This is an optimization exercise on Yosys and OpenROAD, whose aim is small area, a short achievable clock period and few clock cycles, not a production implementation.
Only simulation tests tie the RTL to the original design; equivalence was not proved.
Power and IR drop assume default switching activity.

## h1_codec
module h1_codec (
    input  wire        clk,
    input  wire        rst,
    input  wire        cmd_valid,
    output wire        cmd_ready,
    input  wire [3:0]  cmd_code,
    input  wire        cmd_is_server,
    input  wire [2:0]  cmd_n,
    input  wire [15:0] cmd_len,
    input  wire [31:0] cmd_a,
    input  wire [31:0] cmd_b,
    input  wire        din_valid,
    output wire        din_ready,
    input  wire [31:0] din_data,
    output wire        rsp_valid,
    input  wire        rsp_ready,
    output wire [2:0]  rsp_status,
    output wire [31:0] rsp_data,
    output wire [31:0] rsp_data2,
    output wire [4:0]  rsp_info
);
Size: ~1,200 cells after synthesis, ~190 flip-flops, about 200 I/O pins.
==> flow/config.mk <==
export PLATFORM = sky130hd
export DESIGN_NAME = h1_codec
export DESIGN_NICKNAME = h1_codec
export VERILOG_FILES = /design/flow/design.v
export SDC_FILE = /design/flow/constraint.sdc
export NUM_CORES = 4
export LEC_CHECK = 0
export ABC_CLOCK_PERIOD_IN_PS = 2000
export CAP_MARGIN = 20
export CORE_MARGIN = 2
export CORE_UTILIZATION = 40
export CTS_CLUSTER_DIAMETER = 120
export CTS_CLUSTER_SIZE = 40
export PLACE_DENSITY = 0.6
export SETUP_SLACK_MARGIN = 2.6
export SLEW_MARGIN = 20
==> flow/constraint.sdc <==
create_clock -name core_clock -period 5.0 [get_ports {clk}]
set_input_delay 1.0000 -clock core_clock [delete_from_list [all_inputs] [get_ports {clk}]]
set_output_delay 1.0000 -clock core_clock [all_outputs]
set_load 0.01 [all_outputs]
standard.sh (not shown) runs the stock make flow with config.mk's settings and CLKGATE_MAP_FILE= SYNTH_SCRIPT=/design/flow/synth_recipe.tcl, a recipe that flattens the netlist after the stock synthesis.
==> flow/flow/run.sh <==
#!/bin/bash
# Layout flow: the standard flow (standard.sh: ORFS synthesis to the
# final layout, unchanged), with the I/O port buffers that global placement
# inserts made from sky130_fd_sc_hd__buf_1 instead of the resizer's default
# pick. Every port still gets its own buffer. The full output of the ORFS
# run goes to flow_standard.log in this folder; each tool's own log is kept
# by ORFS under orfs/logs/.
set -euo pipefail
export BUFFER_PORTS_ARGS="-buffer_cell sky130_fd_sc_hd__buf_1"
bash standard.sh > flow_standard.log 2>&1
Testbench counts at the start, summed over its fixed seeds: cycles 77,486.
Rerun with:
==> flow/flow/run.sh (replaced) <==
#!/bin/bash
# Layout flow: the standard flow (standard.sh: ORFS synthesis to the
# final layout, unchanged), with the I/O port buffers that global placement
# inserts made from sky130_fd_sc_hd__buf_2 instead of the resizer's default
# pick. Every port still gets its own buffer. The full output of the ORFS
# run goes to flow_standard.log in this folder; each tool's own log is kept
# by ORFS under orfs/logs/.
set -euo pipefail
export BUFFER_PORTS_ARGS="-buffer_cell sky130_fd_sc_hd__buf_2"
bash standard.sh > flow_standard.log 2>&1
Settings changed: CTS_CLUSTER_DIAMETER 120 to not set, CTS_CLUSTER_SIZE 40 to not set.
After rerunning:
- The changed run passed the timing, DRC and antenna checks
- synthesized cell count stays the same
- die area stays the same
- total power rises by about 2.6%
- core utilization grows by 1.5 points
- hold slack loses 16 ps
- sequential power barely changes
- setup slack got worse by 100 ps
- routed wire length goes up by 5.0%
- non-clock buffer count went up by 5
- cell count rose by 0.36%
- cell area climbs by 2.8%

Starting RTL as in the previous note.
==> flow/design.v (excerpt) <==
module h1_codec (
    input  wire        clk,
    input  wire        rst,
    input  wire        cmd_valid,
    output wire        cmd_ready,
    input  wire [3:0]  cmd_code,
    input  wire        cmd_is_server,
    input  wire [2:0]  cmd_n,
    input  wire [15:0] cmd_len,
    input  wire [31:0] cmd_a,
    input  wire [31:0] cmd_b,
    input  wire        din_valid,
    output wire        din_ready,
    input  wire [31:0] din_data,
    output wire        rsp_valid,
    input  wire        rsp_ready,
    output wire [2:0]  rsp_status,
    output wire [31:0] rsp_data,
    output wire [31:0] rsp_data2,
    output wire [4:0]  rsp_info
);
==> flow/config.mk <==
export PLATFORM = sky130hd
export DESIGN_NAME = h1_codec
export DESIGN_NICKNAME = h1_codec
export VERILOG_FILES = /design/flow/design.v
export SDC_FILE = /design/flow/constraint.sdc
export NUM_CORES = 4
export LEC_CHECK = 0
export ABC_CLOCK_PERIOD_IN_PS = 2000
export CAP_MARGIN = 20
export CORE_MARGIN = 2
export CORE_UTILIZATION = 40
export PLACE_DENSITY = 0.6
export SETUP_SLACK_MARGIN = 2.75
export SLEW_MARGIN = 20
export TNS_END_PERCENT = 10
==> flow/constraint.sdc <==
create_clock -name core_clock -period 5.0 [get_ports {clk}]
set_input_delay 1.0000 -clock core_clock [delete_from_list [all_inputs] [get_ports {clk}]]
set_output_delay 1.0000 -clock core_clock [all_outputs]
set_load 0.01 [all_outputs]
==> flow/flow/run.sh <==
#!/bin/bash
# Layout flow: the standard flow (standard.sh: ORFS synthesis to the
# final layout, unchanged), with the I/O port buffers that global placement
# inserts made from sky130_fd_sc_hd__buf_1 instead of the resizer's default
# pick. Every port still gets its own buffer. The full output of the ORFS
# run goes to flow_standard.log in this folder; each tool's own log is kept
# by ORFS under orfs/logs/.
set -euo pipefail
export BUFFER_PORTS_ARGS="-buffer_cell sky130_fd_sc_hd__buf_1"
bash standard.sh > flow_standard.log 2>&1
The baseline finished with timing, DRC and antenna clean.
Testbench counts at the start, summed over its fixed seeds: cycles 77,486.
Edit:
Settings changed: SETUP_SLACK_MARGIN 2.75 to 2.6.
=>
- area after synthesis stays the same
- wire length drops by a few percent
- global-route usage shrinks by 1.1 points
- utilization shrinks by 3.5 points
- die area does not change
- critical path depth drops by 5
- worst hold slack is worse by 9.2 ps
- total power falls by a few percent
- fmax grows slightly
Edit:
Settings changed: SETUP_SLACK_MARGIN 2.6 to 2.7, TNS_END_PERCENT 10 to not set.
=>
- The changed run finished clean
- hold slack improved by 9.6 ps
- routed wire length is higher by about 6.6%
- die area is unchanged
- utilization climbs by 4.4 points
Edit:
Settings changed: CAP_MARGIN 20 to 5, SETUP_SLACK_MARGIN 2.7 to 2.6, SLEW_MARGIN 20 to 5.
=> First-iteration DRC count increases by 31%. Design area decreases by 2.8%. Register-to-register slack is about the same.

port drivers added, routing unchanged:
The flow's constraints put no driver on any port. The routed layouts listed below were extracted and timed again, unchanged, in two steps. Step 1 assumes that a clkbuf_16 drives the clock port and a buf_2 every other input. Step 2 adds t to the input delays and takes it off the output delays; t is the mean of the earliest and latest rising clock arrival at the registers after step 1. Input paths then give back, and output paths get back, about the clock's delay inside the block. a / b / c = ideal ports / drivers / drivers and shift; a / b = the first two.
run | t, ns | slack for setup (ns) | worst hold slack (ns) | worst data-port slew with drivers (ns) | cell pins on the clock port's net
the first run of note 1 | 0.494 | 2.595 / 2.588 / 2.242 | 0.484 / 0.484 / 0.484 | 0.04 | 1
the second run of note 1 | 0.506 | 2.491 / 2.491 / 2.158 | 0.468 / 0.468 / 0.468 | 0.04 | 1
the first run of note 2 | 0.502 | 2.475 / 2.475 / 2.078 | 0.478 / 0.478 / 0.478 | 0.04 | 1
the second run of note 2 | 0.505 | 2.514 / 2.522 / 2.031 | 0.468 / 0.468 / 0.468 | 0.04 | 1
the third run of note 2 | 0.499 | 2.602 / 2.602 / 2.199 | 0.478 / 0.478 / 0.478 | 0.08 | 1
the fourth run of note 2 | 0.516 | 2.538 / 2.480 / 2.203 | 0.492 / 0.492 / 0.492 | 0.04 | 1
After both steps every run listed still meets setup and hold. The setup slack of the second run of note 2, which loses most, moves by +0.008 ns with the drivers and by -0.483 ns with both steps.
